What follows belongs to an exercise in optimizing a design on an open flow for small area, a short achievable clock period and few clock cycles; a production flow would make more cautious choices.
The RTL was checked by simulation tests, not by an equivalence proof against the original design.
Power and IR drop assume default switching activity.

--- flow/config.mk ---
export PLATFORM = sky130hd
export DESIGN_NAME = bvx
export DESIGN_NICKNAME = bvx
export VERILOG_FILES = /design/flow/design.v
export SDC_FILE = /design/flow/constraint.sdc
export NUM_CORES = 4
export LEC_CHECK = 0
export CAP_MARGIN = 20
export CELL_PAD_IN_SITES_GLOBAL_PLACEMENT = 2
export CORE_MARGIN = 2
export CORE_UTILIZATION = 30
export PLACE_DENSITY = 0.38
export SLEW_MARGIN = 20
--- flow/constraint.sdc ---
create_clock -name core_clock -period 10.0 [get_ports {clk}]
set_input_delay 2.0000 -clock core_clock [delete_from_list [all_inputs] [get_ports {clk}]]
set_output_delay 2.0000 -clock core_clock [all_outputs]
set_load 0.01 [all_outputs]
--- flow/design.v ---
module bvx (
    input  wire        clk,
    input  wire        rst,          
    input  wire        req_valid,
    input  wire        req_write,
    input  wire        req_word,     
    input  wire [9:0]  req_addr,
    input  wire [31:0] req_wdata,
    output reg         rsp_valid,
    output reg         rsp_err,
    output reg  [31:0] rsp_rdata
);
    integer i, k, b, cc;
    function cmd_legal(input [31:0] w);
        begin
            case (w[3:0])
                4'h1, 4'h2:             cmd_legal = (w[31:4] == 28'd0);
                4'h3, 4'h5, 4'h7, 4'h8: cmd_legal = (w[15:5] == 11'd0);
                4'h4:                   cmd_legal = (w[7:5] == 3'd0);
                4'h6:                   cmd_legal = (w[15:6] == 10'd0);
                4'h9, 4'hA:             cmd_legal = (w[31:16] == 16'd0) && (w[7:4] == 4'd0);
                default:                cmd_legal = 1'b0;
            endcase
        end
    endfunction
    function [15:0] sfx_or(input [15:0] v);
        reg [15:0] x;
        begin
            x = v >> 1;
            x = x | (x >> 1);
            x = x | (x >> 2);
            x = x | (x >> 4);
            x = x | (x >> 8);
            sfx_or = x;
        end
    endfunction
    function [7:0] hex_char(input [3:0] v);
        hex_char = (v <= 4'd9) ? {4'h3, v} : {4'h4, v - 4'd9};
    endfunction
    reg [2047:0] tin;           
    reg [127:0]  sv;            
    reg [127:0]  sn;            
    reg          sn_bin;        
    reg          ol_set;        
    reg [3:0]    code;
    reg          fault;
    reg [7:0]    result;
    reg [31:0]   fault_info;
    reg [8:0]    tlen;
    reg          pact;          
    reg [3:0]    lsel;          
    reg [3:0]    eo;            
    reg          alg;           
    reg [3:0]    pm;            
    reg          pb2, pb16;     
    reg          cRn, cRg, cRs, cRp;    
    reg          perr, pneg, povf, pfull;
    reg [127:0]  acc;
    wire [9:0] a      = req_addr;
    wire       a_reg  = (a[9:8] == 2'b00);
    wire       a_tin  = (a[9:8] == 2'b01);
    wire       a_tout = (a[9:8] == 2'b10);
    wire       w_ok   = ~req_word | (a[1:0] == 2'b00);
    wire acc_cmd     = a_reg & req_word & (a[7:0] == 8'h00);
    wire acc_status  = a_reg & req_word & (a[7:0] == 8'h04);
    wire acc_result  = a_reg & req_word & (a[7:0] == 8'h08);
    wire acc_finfo   = a_reg & req_word & (a[7:0] == 8'h0C);
    wire acc_textlen = a_reg & req_word & (a[7:0] == 8'h10);
    wire acc_outlen  = a_reg & req_word & (a[7:0] == 8'h14);
    wire acc_config  = a_reg & req_word & (a[7:0] == 8'h18);
    wire tlen_ok     = (req_wdata <= 32'd256);
    wire legal = req_write ?
                 (acc_cmd | (acc_textlen & tlen_ok) | (a_tin & w_ok)) :
                 (acc_status | acc_result | acc_finfo | acc_textlen |
                  acc_outlen | acc_config | ((a_tin | a_tout) & w_ok));
    wire x_cmd  = req_valid & req_write & acc_cmd & ~fault;
    wire x_tlen = req_valid & req_write & acc_textlen & tlen_ok;
    wire x_tin  = req_valid & req_write & a_tin & w_ok;
    wire [31:0] w      = req_wdata;
    wire [3:0]  w_op   = w[3:0];
    wire        w_rev  = w[4];
    wire [7:0]  w_imm  = w[15:8];
    wire        w_leg  = cmd_legal(w);
    wire        w_bok  = (w_imm == 8'd2) | (w_imm == 8'd10) | (w_imm == 8'd16);
    wire        w_pt   = (w_op == 4'h9) | (w_op == 4'hA);
    wire        x_fault = x_cmd & (~w_leg | (w_pt & ~w_bok));
    wire        x_ok    = x_cmd & w_leg & ~(w_pt & ~w_bok);
    wire        p_start = x_ok & (w_op == 4'h9) & (tlen != 9'd0);
    wire        w_bitop   = (w_op == 4'h5) | (w_op == 4'h6) | (w_op == 4'h7) | (w_op == 4'h8);
    wire [3:0]  w_bidx    = w_bitop ? w[22:19] : w[19:16];
    wire [3:0]  w_baddr   = w_rev ? ~w_bidx : w_bidx;
    wire [2:0]  w_bpos    = w_rev ? w[18:16] : ~w[18:16];      
    wire [7:0]  w_byte    = sv[8*(15 - w_baddr) +: 8];
    wire        w_bitval  = w_byte[w_bpos];
    wire        w_setval  = (w_op == 4'h7) | ((w_op == 4'h6) & w[5]);
    wire [3:0]   rsel = pact ? lsel : a[7:4];
    wire [127:0] line = tin[128*rsel +: 128];
    wire [8:0]  lm1   = tlen - 9'd1;
    wire        first = (lsel == lm1[7:4]);
    reg  [15:0] W, S, M, D, P, X;
    reg  [63:0] val;
    reg  [7:0]  c;
    reg         bey, d09, dAF;
    always @* begin
        for (i = 0; i < 16; i = i + 1) begin
            c   = line[8*i +: 8];
            bey = first & (i > lm1[3:0]);
            d09 = (c[7:4] == 4'h3) & (c[3:0] <= 4'd9);
            dAF = (c[7:3] == 5'b01000) & (c[2:0] != 3'd0) & (c[2:0] != 3'd7);
            W[i]    = bey | (c == 8'h20) | ((c >= 8'h09) & (c <= 8'h0D));
            S[i]    = ~bey & ((c == 8'h2B) | (c == 8'h2D));
            M[i]    = ~bey & (c == 8'h2D);
            D[i]    = ~bey & (pb2 ? (c[7:1] == 7'b0011000) : pb16 ? (d09 | dAF) : d09);
            P[i]    = ~bey & ~pb2 & ~pb16 & ((c == 8'h2C) | (c == 8'h2E));
            X[i]    = ~W[i] & ~S[i] & ~D[i] & ~P[i];
            val[4*i +: 4] = D[i] ? (dAF ? c[3:0] + 4'd9 : c[3:0]) : 4'd0;
        end
    end
    wire [15:0] NW = ~W;
    wire [15:0] DP = D | P;
    wire [15:0] nr = {16{cRn}} | sfx_or(NW);
    wire [15:0] gv = W & nr;
    wire [15:0] gr = {16{cRg}} | sfx_or(gv);
    wire [15:0] sr = {16{cRs}} | sfx_or(S);
    wire [15:0] pr = {16{cRp}} | sfx_or(P);
    wire [15:0] errv = X | (NW & gr) | (DP & sr) | (P & pr);
    wire        anyNW = |NW;
    reg [3:0] lnw;       
    always @* begin
        lnw = 4'd0;
        for (i = 0; i < 16; i = i + 1)
            if (NW[i]) lnw = i;
    end
    wire [3:0] q_g   = pb2 ? 4'd8 : 4'd2;            
    wire [3:0] eo1   = eo + 4'd1;
    wire       c_ovf  = D[eo] & (pm == q_g);
    wire       c_full = D[eo1] & (pm == ((eo == 4'd15) ? q_g - 4'd1 : q_g));
    wire proc = pact & (alg | (anyNW & (lnw == eo)));
    wire skip = pact & ~alg & ~anyNW;
    wire bub  = pact & ~alg & anyNW & (lnw != eo);
    wire done = (proc | skip) & (lsel == 4'd0);
    wire u_err  = perr | (proc & (|errv));
    wire u_Rn   = cRn  | (proc & anyNW);
    wire u_Rg   = cRg  | (proc & (|gv));
    wire u_Rs   = cRs  | (proc & (|S));
    wire u_Rp   = cRp  | (proc & (|P));
    wire u_neg  = pneg ^ (proc & (^M));
    wire u_ovf  = povf | (proc & c_ovf);
    wire u_full = pfull | (proc & c_full);
    reg [3:0] pcode;
    always @* begin
        if (u_err | ~u_Rn)                 pcode = 4'd1;
        else if (~pb2 & ~pb16)             pcode = 4'd3;
        else if (u_ovf | (u_neg & u_full)) pcode = 4'd2;
        else if (u_neg)                    pcode = 4'd6;
        else                               pcode = 4'd0;
    end
    reg [63:0] vr, r1, r2, r3, rot;
    always @* begin
        for (i = 0; i < 16; i = i + 1) vr[4*i +: 4] = val[4*(15 - i) +: 4];
        r1  = eo[0] ? vr : {vr[3:0],  vr[63:4]};
        r2  = eo[1] ? r1 : {r1[7:0],  r1[63:8]};
        r3  = eo[2] ? r2 : {r2[15:0], r2[63:16]};
        rot = eo[3] ? r3 : {r3[31:0], r3[63:32]};
    end
    reg [15:0]  le;
    reg [127:0] acc_nx;
    reg         enB, enH;
    always @* begin
        for (i = 0; i < 16; i = i + 1) le[i] = (i <= eo);
        for (i = 0; i < 128; i = i + 1) begin
            enB = le[i % 16] ? (pm == i / 16) : (pm == i / 16 + 1);
            enH = le[(i / 4) % 16] ? (pm == i / 64) : (pm == i / 64 + 1);
            if (proc & (pb2 ? enB : enH))
                acc_nx[i] = pb2 ? rot[4*(i % 16)] : rot[4*((i / 4) % 16) + (i % 4)];
            else
                acc_nx[i] = acc[i];
        end
    end
    wire [5:0]  tk = a[7:2];
    wire [3:0]  bnib = sn[127 - 4*tk[4:0] -: 4];
    wire [31:0] binword = {7'b0011000, bnib[0], 7'b0011000, bnib[1],
                           7'b0011000, bnib[2], 7'b0011000, bnib[3]};
    reg  [15:0] hnib;
    reg  [3:0]  hsp;
    reg  [31:0] hexword;
    always @* begin
        hnib = 16'd0;
        hsp  = 4'd0;
        for (k = 0; k < 12; k = k + 1)
            if (tk == k)
                for (b = 0; b < 4; b = b + 1) begin
                    cc = 4*k + b;
                    hsp[b] = (cc % 3 == 2);
                    hnib[4*b +: 4] = (cc % 3 == 0) ? sn[127 - 8*(cc/3) -: 4]
                                                   : sn[123 - 8*(cc/3) -: 4];
                end
        for (b = 0; b < 4; b = b + 1)
            hexword[8*b +: 8] = hsp[b] ? 8'h20 : hex_char(hnib[4*b +: 4]);
    end
    reg [31:0] rword, rd;
    always @* begin
        case (a[9:8])
            2'b00: begin
                case (a[4:2])
                    3'd1:    rword = {24'd0, fault, 3'd0, code};
                    3'd2:    rword = {24'd0, result};
                    3'd3:    rword = fault_info;
                    3'd4:    rword = {23'd0, tlen};
                    3'd5:    rword = {24'd0, ol_set ? (sn_bin ? 8'd128 : 8'd47) : 8'd0};
                    default: rword = 32'h0010_0080;
                endcase
            end
            2'b01:   rword = line[32*a[3:2] +: 32];
            default: rword = sn_bin ? binword : hexword;
        endcase
        if (req_word | a_reg)
            rd = rword;
        else
            rd = {24'd0, rword[8*a[1:0] +: 8]};
    end
    genvar gj;
    generate
        for (gj = 0; gj < 256; gj = gj + 1) begin : g_tin
            wire we = x_tin & (a[7:2] == gj / 4) & (req_word | (a[1:0] == gj % 4));
            always @(posedge clk)
                if (we) tin[8*gj +: 8] <= req_word ? w[8*(gj % 4) +: 8] : w[7:0];
        end
    endgenerate
    wire sv_clr    = x_ok & (w_op == 4'h1);
    wire sv_fill   = x_ok & (w_op == 4'h2);
    wire sv_setb   = x_ok & (w_op == 4'h4);
    wire sv_setbit = x_ok & ((w_op == 4'h6) | (w_op == 4'h7) | (w_op == 4'h8));
    wire sv_commit = pact & done & (pcode == 4'd0);
    generate
        for (gj = 0; gj < 128; gj = gj + 1) begin : g_sv
            wire bsel = (w_baddr == 15 - gj / 8);
            wire we   = bsel & (sv_setb | (sv_setbit & (w_bpos == gj % 8)));
            always @(posedge clk)
                if (rst | sv_clr)   sv[gj] <= 1'b0;
                else if (sv_fill)   sv[gj] <= 1'b1;
                else if (sv_commit) sv[gj] <= acc_nx[gj];
                else if (we)        sv[gj] <= sv_setb ? w_imm[gj % 8] : w_setval;
        end
    endgenerate
    always @(posedge clk) begin
        rsp_rdata <= rd;
        if (rst) begin
            rsp_valid  <= 1'b0;
            rsp_err    <= 1'b0;
            code       <= 4'd0;
            fault      <= 1'b0;
            result     <= 8'd0;
            fault_info <= 32'd0;
            tlen       <= 9'd0;
            ol_set     <= 1'b0;
            pact       <= 1'b0;
            acc        <= 128'd0;
        end else begin
            rsp_valid <= (req_valid & ~p_start) | (pact & done);
            rsp_err   <= req_valid & ~legal;
            if (x_tlen) tlen <= w[8:0];
            if (x_fault) begin
                fault      <= 1'b1;
                fault_info <= w;
                code       <= w_leg ? 4'd4 : 4'd5;
            end else if (x_ok) begin
                case (w_op)
                    4'h3: begin result <= w_byte; code <= 4'd0; end
                    4'h5: begin result <= {7'd0, w_bitval}; code <= 4'd0; end
                    4'h1, 4'h2, 4'h4, 4'h6, 4'h7, 4'h8: code <= 4'd0;
                    4'h9: if (tlen == 9'd0) code <= 4'd1;
                    4'hA: begin
                        if (w_imm == 8'd10) begin
                            code <= 4'd3;
                        end else begin
                            sn     <= sv;
                            sn_bin <= (w_imm == 8'd2);
                            ol_set <= 1'b1;
                            code   <= 4'd0;
                        end
                    end
                    default: ;
                endcase
            end
            if (pact) begin
                if (done) begin
                    pact <= 1'b0;
                    code <= pcode;
                end
                if (~bub) lsel <= lsel - 4'd1;
                if (skip) eo <= 4'd15;
                if (bub) begin eo <= lnw; alg <= 1'b1; end
                if (proc) begin
                    alg   <= 1'b1;
                    pm    <= (pm == 4'd15) ? pm : pm + 4'd1;
                    cRn   <= u_Rn;  cRg <= u_Rg;  cRs <= u_Rs;  cRp <= u_Rp;
                    perr  <= u_err; pneg <= u_neg; povf <= u_ovf; pfull <= u_full;
                end
            end
            acc <= done ? 128'd0 : acc_nx;
            if (p_start) begin
                pact  <= 1'b1;
                lsel  <= lm1[7:4];
                eo    <= lm1[3:0];
                alg   <= 1'b0;
                pm    <= 4'd0;
                pb2   <= (w_imm == 8'd2);
                pb16  <= (w_imm == 8'd16);
                cRn   <= 1'b0; cRg <= 1'b0; cRs <= 1'b0; cRp <= 1'b0;
                perr  <= 1'b0; pneg <= 1'b0; povf <= 1'b0; pfull <= 1'b0;
            end
        end
    end
endmodule
--- flow/run.sh ---
#!/bin/bash
# synth_recipe.tcl (not shown) runs the flow's synth.tcl, then flattens the netlist and writes it again
# the make line also repeats each setting of config.mk as NAME=value (left out here)
make -C /OpenROAD-flow-scripts/flow DESIGN_CONFIG=/design/flow/config.mk WORK_HOME=/design/flow/orfs CLKGATE_MAP_FILE= SYNTH_SCRIPT=/design/flow/synth_recipe.tcl finish
==> summary.txt <==
-- worst min path at each step --
stage                          end  slack [ns]  depth (start not counted)
floorplan                  sn[104]        0.43                          0
global placement     fault_info[0]        0.44                          2
detailed placement  fault_info[20]        0.45                          2
CTS                 fault_info[20]        0.46                          2
global route        fault_info[25]        0.47                          2
finish              fault_info[12]        0.46                          2
-- state kept, by name (all words and copies together) (netlist names), 4 cells and up --
| signal | cells |
|---|---|
| tin | 2048 |
| acc | 128 |
| sn | 128 |
| sv | 128 |
| fault_info | 32 |
| rsp_rdata | 32 |
| tlen | 9 |
| result | 8 |
| code | 4 |
| eo | 4 |
| lsel | 4 |
| pm | 4 |
-- routing by layer --
metal / vias to the layer above / track usage [%] / share of wire (%)
met5: - / 0 / 0.015
met4: 18 / 13.3 / 4.7
met3: 952 / 4.80 / 6.4
met2: 4833 / 51.7 / 46
met1: 58102 / 44.4 / 43
li1: 46131 / - / -
-- power breakdown --
group / internal [mW] / total [mW] / switching (mW)
Combinational: 0.711 / 2.69 / 1.98
Clock: 6.75 / 11.7 / 4.97
Sequential: 11.6 / 11.6 / 0.00514
-- per-stage QoR --
stage	total power, mW	hold WS (ns)	TNS (ns)	cells	area, sq um
floorplan	13.0	0.426	0	11821	131000
global placement	14.5	0.442	-0.860	17611	143000
detailed placement	14.5	0.447	-1.14	17622	143000
CTS	26.2	0.456	0	18189	154000
global route	26.7	0.475	0	18195	154000
finish	26.0	0.456	0	18237	154000
-- placed cells by master, fill, tap and decap left out, types with 250 or more instances in the layout --
cell,synthesis,layout
clkbuf_16,0,326
nand2_1,1369,1327
buf_4,112,834
dfxtp_1,346,345
a21oi_1,965,961
nor2b_1,383,381
o21ai_0,603,602
nor2_1,997,925
edfxtp_1,2200,2200
mux2i_1,278,276
mux4_2,250,250
a211oi_1,494,493
-- Yosys cell counts, types with 216 or more instances --
cell type / count / area share, %
edfxtp_1: 2200 / 50
buf_2: 236 / 0.90
dfxtp_1: 346 / 5.3
a21oi_1: 965 / 3.7
a211oi_1: 494 / 2.8
a22oi_1: 216 / 1.2
nand2_1: 1369 / 3.9
clkbuf_1: 478 / 1.4
o21ai_0: 603 / 2.3
mux4_2: 250 / 4.3
nor2b_1: 383 / 1.8
o22ai_1: 238 / 1.1
mux2i_1: 278 / 2.1
nor2_1: 997 / 2.8
-- final cells by class --
type / instances / area (sq um) / share of cell area [%]
clock inverter: 154 / 1710 / 1.11
multi-input combinational: 8196 / 54000 / 35.1
inverter: 131 / 512 / 0.333
clock buffer: 413 / 8590 / 5.59
sequential: 2546 / 73000 / 47.4
antenna: 44 / 110 / 0.0716
tap: 5757 / 7200 / 4.68
timing repair buffer: 996 / 8760 / 5.69
-- kinds of logic (layout without fill, tap and decap cells) --
family                   after synthesis  in the layout  synth area share (%)
AND/OR/NAND/NOR                     3736           3736                  13.2
other                                  0             44                     0
buffers and inverters               1079           1694                  3.97
flip-flops                          2546           2546                  55.5
XOR/XNOR                              54             54                 0.391
adder cells (fa/ha/maj)              112            112                  1.06
AO/OA/AOI/OAI                       3619           3619                  18.1
multiplexers                         675            675                  7.79
-- worst max-delay path: stages --
cell             delay, ns
clkdlybuf4s50_1       0.46
buf_4                 0.25
mux2_4                0.33
nand2_4               0.43
buf_4                 0.39
o32ai_1               0.87
o22ai_1               0.52
nor4b_1               0.70
a211oi_1              0.20
buf_4                 0.24
or2_2                 0.29
o221ai_1              0.34
buf_4                 0.20
a21o_1                0.12
a211oi_1              0.13
buf_4                 0.17
o41a_2                0.52
buf_12                0.17
buf_12                0.18
a211oi_1              0.57
mux2_2                0.43
o21ai_0               0.36
mux2i_1               0.13
==> impl_metrics.yaml <==
critical_path:
  r2r_setup_slack_ns: 0.78
  critPathMaxFanout: 29
  r2r_end: "sv[119]"
  arrival_ns: 10.20
  reg2reg_depth: 21
  crit_path_end_kind: "flop"
  crit_end: "sv[119]"
  crit_type: "in -> reg"
  r2r_start: "pact"
  timing.critical_path.from: "req_addr[7]"
  start_kind: "input pin"
  required_ns: 10.86
clock_tree:
  clkLatencyLatePin_ns: 0.99
  cts_resized: 0
  cts.sinks: 2546
  clk_path_buf_depth: 4
  cts-root-buf: "clkbuf_16"
  cts_made_buffers: 320
  cts_hold_buf: 0
  cts_tree: "yes"
  post_cts_buffers: 0
  path_clk_slew_ns: 0.06
  h-tree-depth: 5
timing:
  finalSetupViolCount: 0
  layout_setup_ws_ns: 0.657
  fin_crit_sh_pct: 93.4
  fmax_mhz: 107
  min_period_ns: 9.34
  rsz0062_at_grt: "false"
  hold_violations: 0
  slew_viol_final: 0
  fin_worst_skew_ns: 0.0706
  slew_headroom_pct: 14.2
  worst_pin_slew_ns: 1.28
die:
  dieArea_sq_um: 443000
  start_util_pct: 30.1
  die-width_um: 666
  die_h_um: 666
  io_pins: 81
  core_area_sq_um: 437000
  fp-row-count: 243
synthesis:
  ys_types: 118
  syn_area_per_cell_sq_um: 11.1
  synthArstFlopShare_pct: 0
  ys_seq_area_share_pct: 55.5
  synth_edf_count: 2200
  synth_ff_type: "edfxtp_1"
  yosysWarnings: 1
  syn-num-nets: 11979
  syn_area_sq_um: 131000
  synth_seq_cells: 2546
  syn_inst: 11821
route:
  vias_per_cell: 6.03
  wl_per_cell_um: 40.8
  drc: 0
  wl_um: 745000
  drt_iter0_drc: 13539
  drt_first_pass_iters: 8
  antenna_left: 0
  vias: 110036
global_routing:
  antenna_found_initial: 65
  grt_pass1_vias: 104839
  overflow: 0
  grt_first_pass_wirelength_um: 987000
  grt_max_degree: 152
  grt_util_all_layers_pct: 32.5
power:
  power_density_nw_per_um2: 169
  p_leak_nw: 50.4
  ir_drop_mv: 0.118
hold_path:
  hold_start: "fault_info[12]"
  hold_path.class: "reg -> reg"
place:
  port_buffers: 80
  pre_cts_ws_ns: -0.274
  dp_hpwl_um: 527000
  place_congestion: 0.970
finish:
  fin_util_pct: 35.2
  drive_gt1_share_pct: 16.7
  area_delta_synth_final_pct: 17.1
  num-fill-cells: 43395
  nets: 12349
outcome:
  status: "no timing/DRC/antenna violations"
run:
  cap_violations: 0
Testbench counts, summed over its fixed seeds: cycles 20,668.

==> what the ideal ports hide <==
No port has a modelled driver above. Below, the same layout with a new extraction and two added sets of constraints. Step 1 (the two cells are an assumption about what drives the block):
set clk [get_ports {clk}]
set_driving_cell -lib_cell sky130_fd_sc_hd__clkbuf_16 $clk
set_driving_cell -lib_cell sky130_fd_sc_hd__buf_2 [delete_from_list [all_inputs] $clk]
Step 2 times the ports against the registers' clock, not the clock port: input delays grow and output delays shrink by t, the midpoint of the rising clock arrivals with the driver on. Slacks: ideal / step 1 / step 2; pairs: ideal / step 1.
shift t [ns]: 1.069
setup slack, ns: 0.657 / 0.747 / -0.322
worst setup path at the end: input to register
slew at the worst register clock pin (ns): 0.07 / 0.07
cell pins on the clock port's net: 1
Met with ideal ports but missed after step 2: setup timing in this run. For this run, drivers alone change the setup slack by +0.090 ns; drivers and shift together by -0.979 ns.
